Source: an optimization exercise on an open RTL-to-GDS flow (aim: small area). Production flows keep margins and buffers that such runs may drop. The RTL was checked by simulation tests, not by an equivalence proof against the original design. Power is estimated from default activity; no workload was simulated.

## flow/design.v

```verilog
module slpe_tx #(
    parameter integer T_FIELD   = 100,   
    parameter integer T_BACKOFF = 50,    
    parameter integer MAX_RETRY = 240,   
    parameter integer REOPEN_EVERY = 6   
) (
    input  wire        clk,
    input  wire        rst,          
    input  wire        start,        
    input  wire [15:0] size,         
    output wire [15:0] mem_addr,     
    input  wire [7:0]  mem_data,     
    input  wire        rx_valid,     
    input  wire [7:0]  rx_data,
    output reg         tx_valid,     
    output reg  [7:0]  tx_data,
    output reg         busy,         
    output reg         done,         
    output reg         ok,           
    output reg  [7:0]  retries,      
    output reg         reopen        
);
    localparam [7:0] STX_B = 8'h02, ETX_B = 8'h03, ENQ_B = 8'h05,
                     ACK_B = 8'h06, NAK_B = 8'h15, EXT_B = 8'hFE;
    localparam [1:0] SH_REG = 2'd0, SH_EXT = 2'd1, SH_DIV = 2'd2;
    localparam [4:0] S_IDLE   = 5'd0,  S_ENQ    = 5'd1,  S_REENQ  = 5'd2,
                     S_ACK    = 5'd3,  S_F_STX  = 5'd4,  S_F_LEN  = 5'd5,
                     S_F_HDR  = 5'd6,  S_F_EXT  = 5'd7,  S_F_NUM  = 5'd8,
                     S_F_DATA = 5'd9,  S_F_ETX  = 5'd10, S_F_CS   = 5'd11,
                     S_ACK2   = 5'd12, S_RETRY  = 5'd13, S_NAK    = 5'd14,
                     S_BACKOFF = 5'd15, S_DONE  = 5'd16, S_ERROR  = 5'd17,
                     S_END    = 5'd18;
    reg  [4:0]  state;
    reg  [15:0] size_r;       
    reg  [1:0]  shape;
    reg  [15:0] nframes;      
    reg  [15:0] cur;          
    reg  [10:0] cnt;          
    reg  [15:0] addr;
    reg  [1:0]  idx;          
    reg  [7:0]  crc;
    reg  [7:0]  timer;
    reg         do_reopen;    
    assign mem_addr = addr;
    wire [15:0] data_len   = size - 16'd3;           
    wire [16:0] data_up    = {1'b0, data_len} + 17'd1023;
    wire [15:0] d_r        = size_r - 16'd3;         
    wire        last_frame = (cur + 16'd1 == nframes);
    wire [15:0] div_rest   = d_r - {cur[5:0], 10'b0};
    wire [10:0] chunk      = last_frame ? div_rest[10:0] : 11'd1024;
    wire [23:0] extlen     = {13'b0, cnt} + ((shape == SH_DIV) ? 24'd12 : 24'd5);
    wire [7:0]  retries_inc = retries + 8'd1;
    reg  [7:0]  fbyte;
    always @(*) begin
        case (state)
        S_F_STX:  fbyte = STX_B;
        S_F_LEN:  fbyte = (shape == SH_REG) ? (size_r[7:0] + 8'd2) : EXT_B;
        S_F_HDR:  fbyte = (shape == SH_DIV && idx == 2'd2) ?
                          (mem_data | (last_frame ? 8'h03 : 8'h02)) : mem_data;
        S_F_EXT:  fbyte = (idx == 2'd0) ? extlen[23:16] :
                          (idx == 2'd1) ? extlen[15:8] : extlen[7:0];
        S_F_NUM:  fbyte = (idx == 2'd0) ? cur[15:8] :
                          (idx == 2'd1) ? cur[7:0] :
                          (idx == 2'd2) ? nframes[15:8] : nframes[7:0];
        S_F_DATA: fbyte = mem_data;
        S_F_ETX:  fbyte = ETX_B;
        S_F_CS:   fbyte = crc;
        default:  fbyte = 8'h00;
        endcase
    end
    reg  [7:0]  crc_next;
    integer     i;
    always @(*) begin
        crc_next = crc ^ fbyte;
        for (i = 0; i < 8; i = i + 1)
            crc_next = crc_next[7] ? ((crc_next << 1) ^ 8'h07) : (crc_next << 1);
    end
    always @(posedge clk) begin
        if (rst) begin
            state     <= S_IDLE;
            size_r    <= 16'h0;
            shape     <= SH_REG;
            nframes   <= 16'h0;
            cur       <= 16'h0;
            cnt       <= 11'h0;
            addr      <= 16'h0;
            idx       <= 2'd0;
            crc       <= 8'h00;
            timer     <= 8'h00;
            do_reopen <= 1'b0;
            tx_valid  <= 1'b0;
            tx_data   <= 8'h00;
            busy      <= 1'b0;
            done      <= 1'b0;
            ok        <= 1'b0;
            retries   <= 8'h00;
            reopen    <= 1'b0;
        end else begin
            tx_valid <= 1'b0;
            tx_data  <= 8'h00;
            done     <= 1'b0;
            reopen   <= 1'b0;
            case (state)
            S_IDLE: begin
                if (start) begin
                    busy    <= 1'b1;
                    ok      <= 1'b0;
                    retries <= 8'h00;
                    cur     <= 16'h0;
                    size_r  <= size;
                    if (size <= 16'd251) begin
                        shape   <= SH_REG;
                        nframes <= 16'd1;
                    end else if (size <= 16'd1030) begin
                        shape   <= SH_EXT;
                        nframes <= 16'd1;
                    end else begin
                        shape   <= SH_DIV;
                        nframes <= {9'b0, data_up[16:10]};
                    end
                    if (size < 16'd3)
                        state <= S_ERROR;
                    else
                        state <= S_ENQ;
                end
            end
            S_ENQ: state <= S_REENQ;
            S_REENQ: begin
                if (!rx_valid) begin
                    tx_valid <= 1'b1;
                    tx_data  <= ENQ_B;
                    timer    <= 8'h00;
                    state    <= S_ACK;
                end
            end
            S_ACK: begin
                if (rx_valid) begin
                    if (rx_data == ACK_B)
                        state <= S_F_STX;
                    else if (rx_data == NAK_B)
                        state <= S_REENQ;
                    else if (rx_data == ENQ_B)
                        state <= S_NAK;
                    else
                        state <= S_RETRY;
                end else if (timer == T_FIELD[7:0] - 8'd1)
                    state <= S_RETRY;
                else
                    timer <= timer + 8'h01;
            end
            S_F_STX: begin
                tx_valid <= 1'b1;
                tx_data  <= fbyte;
                crc      <= 8'h00;
                addr     <= 16'h0;
                idx      <= 2'd0;
                if (shape == SH_DIV)
                    cnt <= chunk;
                else
                    cnt <= d_r[10:0];
                state    <= S_F_LEN;
            end
            S_F_LEN: begin
                tx_valid <= 1'b1;
                tx_data  <= fbyte;
                crc      <= crc_next;
                state    <= S_F_HDR;
            end
            S_F_HDR: begin
                tx_valid <= 1'b1;
                tx_data  <= fbyte;
                crc      <= crc_next;
                addr     <= addr + 16'd1;
                if (idx == 2'd2) begin
                    idx <= 2'd0;
                    if (shape == SH_DIV)
                        addr <= 16'd3 + {cur[5:0], 10'b0};
                    if (shape != SH_REG)
                        state <= S_F_EXT;
                    else if (cnt == 11'd0)
                        state <= S_F_ETX;
                    else
                        state <= S_F_DATA;
                end else
                    idx <= idx + 2'd1;
            end
            S_F_EXT: begin
                tx_valid <= 1'b1;
                tx_data  <= fbyte;
                crc      <= crc_next;
                if (idx == 2'd2) begin
                    idx <= 2'd0;
                    if (shape == SH_DIV)
                        state <= S_F_NUM;
                    else if (cnt == 11'd0)
                        state <= S_F_ETX;
                    else
                        state <= S_F_DATA;
                end else
                    idx <= idx + 2'd1;
            end
            S_F_NUM: begin
                tx_valid <= 1'b1;
                tx_data  <= fbyte;
                crc      <= crc_next;
                if (idx == 2'd3) begin
                    idx <= 2'd0;
                    if (cnt == 11'd0)
                        state <= S_F_ETX;
                    else
                        state <= S_F_DATA;
                end else
                    idx <= idx + 2'd1;
            end
            S_F_DATA: begin
                tx_valid <= 1'b1;
                tx_data  <= fbyte;
                crc      <= crc_next;
                addr     <= addr + 16'd1;
                cnt      <= cnt - 11'd1;
                if (cnt == 11'd1)
                    state <= S_F_ETX;
            end
            S_F_ETX: begin
                tx_valid <= 1'b1;
                tx_data  <= fbyte;
                crc      <= crc_next;
                state    <= S_F_CS;
            end
            S_F_CS: begin
                tx_valid <= 1'b1;
                tx_data  <= fbyte;
                timer    <= 8'h00;
                state    <= S_ACK2;
            end
            S_ACK2: begin
                if (rx_valid) begin
                    if (rx_data == ACK_B)
                        state <= S_DONE;
                    else
                        state <= S_RETRY;
                end else if (timer == T_FIELD[7:0] - 8'd1)
                    state <= S_RETRY;
                else
                    timer <= timer + 8'h01;
            end
            S_RETRY: begin
                retries <= retries_inc;
                if (retries_inc < MAX_RETRY[7:0]) begin
                    timer     <= 8'h00;
                    do_reopen <= (retries_inc % REOPEN_EVERY[7:0]) == 8'd0;
                    state     <= S_BACKOFF;
                end else
                    state <= S_ERROR;
            end
            S_NAK: begin
                tx_valid  <= 1'b1;
                tx_data   <= NAK_B;
                timer     <= 8'h00;
                do_reopen <= 1'b0;
                state     <= S_BACKOFF;
            end
            S_BACKOFF: begin
                if (timer == T_BACKOFF[7:0] - 8'd1) begin
                    reopen <= do_reopen;
                    state  <= S_ENQ;
                end else
                    timer <= timer + 8'h01;
            end
            S_DONE: begin
                if (cur + 16'd1 < nframes) begin
                    cur   <= cur + 16'd1;
                    state <= S_REENQ;
                end else begin
                    ok    <= 1'b1;
                    state <= S_END;
                end
            end
            S_ERROR: begin
                ok    <= 1'b0;
                state <= S_END;
            end
            S_END: begin
                busy  <= 1'b0;
                done  <= 1'b1;
                state <= S_IDLE;
            end
            default: state <= S_IDLE;
            endcase
        end
    end
endmodule
```

## flow/run.sh

```bash
#!/bin/bash
# synth_recipe.tcl (not shown) runs the flow's synth.tcl, then flattens the netlist and writes it again
# the make line also repeats each setting of config.mk as NAME=value (left out here)
make -C /OpenROAD-flow-scripts/flow DESIGN_CONFIG=/design/flow/config.mk WORK_HOME=/design/flow/orfs CLKGATE_MAP_FILE= SYNTH_SCRIPT=/design/flow/synth_recipe.tcl finish
```

## flow/config.mk

```make
export PLATFORM = sky130hd
export DESIGN_NAME = slpe_tx
export DESIGN_NICKNAME = slpe_tx
export VERILOG_FILES = /design/flow/design.v
export SDC_FILE = /design/flow/constraint.sdc
export NUM_CORES = 4
export LEC_CHECK = 0
export CAP_MARGIN = 20
export CORE_MARGIN = 2
export CORE_UTILIZATION = 40
export SLEW_MARGIN = 20
```

## flow/constraint.sdc

```tcl
create_clock -name core_clock -period 5.0 [get_ports {clk}]
set_input_delay 1.0000 -clock core_clock [delete_from_list [all_inputs] [get_ports {clk}]]
set_output_delay 1.0000 -clock core_clock [all_outputs]
set_load 0.01 [all_outputs]
```

==> run notes <==
-- final timing paths --
check | start | end | slack (ns) | cells after the start
worst min register to register | do_reopen | reopen | 0.49 | 1
worst max-delay path | cur[0] | crc[2] | 1.28 | 13
worst min-delay path | do_reopen | reopen | 0.49 | 1
worst max register to register | cur[0] | crc[2] | 1.28 | 13
-- routing by layer --
layer,GRT usage,vias to the layer above,part of all wire
met5,0,-,0
met4,0.0588,0,0.018
met3,0.0321,22,0.053
met2,0.346,236,0.45
met1,0.321,3560,0.48
li1,-,3799,-
-- cells in the mapped netlist (4+ instances only) --
master     instances  area, sq um
nand2_1          115          432
dfxtp_1          108         2160
nor2_1           108          405
a21oi_1           89          445
nand3_1           41          205
xnor2_1           41          359
nor3_1            40          200
xor2_1            38          333
inv_1             35          131
o21ai_0           32          160
clkbuf_1          30          113
ha_1              30          375
a22oi_1           18          135
buf_2             16         80.1
nor2b_1           16          100
o211ai_1          15          113
o21a_1            13         97.6
a31oi_1           12         75.1
and2_1            12         75.1
and3_1            12         75.1
nand4_1           12         75.1
a211oi_1          11         82.6
nand2b_1          10         62.6
nor3b_1            9         67.6
nand3b_1           7         52.6
or3_1              7         43.8
a221oi_1           6         52.6
mux2i_1            6         60.1
nor4_1             6         37.5
nor4b_1            6         52.6
or4_1              6         45.0
and4_1             5         43.8
o2111ai_1          5         43.8
or2_2              5         31.3
xnor3_1            5          113
a311oi_1           4         35.0
a32oi_1            4         35.0
and3b_1            4         35.0
nor4_2             4         50.1
or3b_2             4         35.0
-- layout make-up --
cell class | count | area (sq um) | share of cell area
inverter | 36 | 135 | 0.0149
tap | 265 | 332 | 0.0366
clock inverter | 6 | 47.5 | 0.00525
sequential | 108 | 2160 | 0.239
timing repair buffer | 79 | 768 | 0.0849
multi-input combinational | 830 | 5370 | 0.593
clock buffer | 10 | 239 | 0.0264
-- power groups by stage --
stage	Combinational (mW)	Sequential, mW	Clock (mW)
4_1_cts	1.63	1.18	0.732
3_5_place_dp	1.62	1.20	0
3_3_place_gp	1.61	1.20	0
2_1_floorplan	1.30	1.08	0
6_report	1.64	1.19	0.715
5_1_grt	1.81	1.21	0.753
-- registers in the layout, summed over array words and instances, names as in the netlist, 2 cells and up --
signal   cells
state        5
idx          2
shape        2
addr        16
crc          8
cnt         11
timer        8
cur         16
nframes      7
tx_data      8
size_r      11
retries      8
-- through the flow --
stage	instances	hold slack (ns)	cell area, sq um	setup WS (ns)	util
after detailed placement	1318	0.482	8760	1.06	0.452
final	1334	0.492	9050	1.28	0.467
after floorplan	1026	0.440	7890	1.86	-
after global placement	1318	0.480	8760	1.07	0.452
after CTS	1334	0.493	9050	1.33	0.467
after global routing	1334	0.517	9050	1.16	0.467
-- cells by family after synthesis --
family,Yosys count,share of synthesized area
xor gates and xnor gates,86,0.106
muxes,7,0.00952
adders and majority gates,30,0.0476
and+or+nand+nor,444,0.291
DFF,108,0.274
AOI/OAI and AO/OA,263,0.226
buffers and inverters,88,0.0452
-- critical path: cells and delay by family, from the launching register on --
kind	cells	cell delay (ns)
adder cells (fa/ha/maj)	2	0.73
XOR/XNOR	3	0.79
AO/OA/AOI/OAI	3	0.75
multiplexers	1	0.32
flip-flops	1	0.60
AND/OR/NAND/NOR	4	0.46
-- placed cells by master, fill, tap and decap left out, drive strengths merged, types with 6 or more instances in the layout --
cell type	Yosys	final
a2111oi	6	6
a211oi	11	11
a21oi	91	91
a221oi	7	7
a22oi	18	18
a31oi	12	12
and2	12	12
and3	12	12
buf	20	8
clkbuf	32	10
clkdlybuf4s50	0	71
dfxtp	108	108
ha	30	30
inv	35	36
mux2i	6	6
nand2	115	115
nand2b	10	10
nand3	41	41
nand3b	7	7
nand4	13	13
nor2	109	109
nor2b	16	16
nor3	41	41
nor3b	9	9
nor4	11	11
nor4b	7	7
o211ai	15	15
o21a	13	13
o21ai	33	33
or3	7	7
or4	6	6
xnor2	42	42
xor2	39	39
==> results.sh <==
export IMPL_routedWlPerCell_microns=17.4
export IMPL_die_h_microns=144
export IMPL_critPathCaptureType="register"
export IMPL_finalSetupViolations=0
export IMPL_crit_chain="ha_1 > nand2_1 > xnor2_1 > ha_1 > nand4_1 > nor2_1 > nand2_1 > a211oi_1 > a21oi_1 > xnor3_1 > xor2_1 > mux2_4 > a21oi_2"
export IMPL_power_density_mw_per_mm2=392
export IMPL_htreeDepth=3
export IMPL_fillers=1995
export IMPL_arrival_ns=4.01
export IMPL_tns_ns=0
export IMPL_combPwrFrac=0.463
export IMPL_gp_congestion=0.919
export IMPL_p_sw_frac=0.436
export IMPL_postRouteAntennaNets=0
export IMPL_vias_per_cell=5.71
export IMPL_syn_inst=1026
export IMPL_ys_types=90
export IMPL_die_area_sq_mm=0.0209
export IMPL_required_ns=5.29
export IMPL_cts_resized=0
export IMPL_antenna_found_initial=0
export IMPL_ir_drop_mv=0.215
export IMPL_drcViolationCount=0
export IMPL_cts_root_buf="clkbuf_16"
export IMPL_hold_path_class="reg2reg"
export IMPL_cts_buffer_depth=2
export IMPL_drt_iter0_drc=607
export IMPL_synth_fp_nets=1092
export IMPL_p_seq_frac=0.335
export IMPL_p_switching_mw=1.55
export IMPL_synth_async_reset_ratio=0
export IMPL_skew_ns=0.0103
export IMPL_synth_seq_cells=108
export IMPL_rsz0062_at_grt="false"
export IMPL_cts_sinks=108
export IMPL_report_final_hold_viol_count=0
export IMPL_avgSynthCellArea_sq_um=7.69
export IMPL_final_nets=1130
export IMPL_cts_buffers=9
export IMPL_die_x_microns=144
export IMPL_cts_tree="built"
export IMPL_fin_crit_sh=0.745
export IMPL_ctsHoldBuffers=0
export IMPL_grt_pass1_vias=6914
export IMPL_slew_viol_final=0
export IMPL_grt_max_degree=40
export IMPL_critPathSlowestCell="dfxtp_1"
export IMPL_routed_wl_microns=23100
export IMPL_finalPower_mw=3.55
export IMPL_area_growth_pct=14.8
export IMPL_fp_row_count=51
export IMPL_startpoint_type="register"
export IMPL_start_util=0.407
export IMPL_status="finished clean"
export IMPL_insertion_delay_ns=0.36
export IMPL_vias=7617
export IMPL_io_buffers=72
export IMPL_critical_path_class="reg2reg"
export IMPL_syn_area_sq_mm=0.00789
export IMPL_path_max_fanout=10
export IMPL_slew_headroom=0.338
export IMPL_synth_edf_count=0
export IMPL_cts_setup_buffers=0
export IMPL_grt_usage=0.222
export IMPL_cap_violations=0
export IMPL_drive_gt1_frac=0.0514
export IMPL_hpwlAfterDp_microns=17400
export IMPL_synth_warnings=1
export IMPL_core_area_sq_mm=0.0194
export IMPL_io_pins=73
export IMPL_max_stage_delay_ns=0.60
export IMPL_p_clk_frac=0.202
export IMPL_grt_pass1_wl_microns=36800
export IMPL_gr_total_overflow=0
export IMPL_n_antenna_cell=0
export IMPL_clkTransAtPathRegs_ns=0.08
export IMPL_tightestPinTransition_ns=0.990
export IMPL_p_leak_nw=3.22
export IMPL_p_int_mw=2.00
export IMPL_max_freq_mhz=269
export IMPL_synth_ff_type="dfxtp_1"
export IMPL_drt_first_pass_iters=6
export IMPL_ys_seq_area_frac=0.274
export IMPL_period_needed_ns=3.72

[static timing again, ports no longer ideal]
No port has a modelled driver above. Below, the same layout with a new extraction and two added sets of constraints. Step 1: set_driving_cell puts a clkbuf_16 on clk and a buf_2 on each other input, an assumption about the parent block. Step 2 moves the port delays by t, midway between the first and last clock arrival at a register: inputs arrive t later, outputs are due t later. That takes back most of the time a late clock gives input paths. a / b / c = no drivers / after step 1 / after step 2; a / b = the first two.
t (ns): 0.401
slack for setup (ns): 1.277 / 1.277 / 0.972
worst hold slack (ns): 0.492 / 0.492 / 0.492
worst register clock-pin slew, ns: 0.08 / 0.08
After both steps setup and hold are still met in this run. The setup slack of this run moves by 0.000 ns with the drivers and by -0.305 ns with both steps.
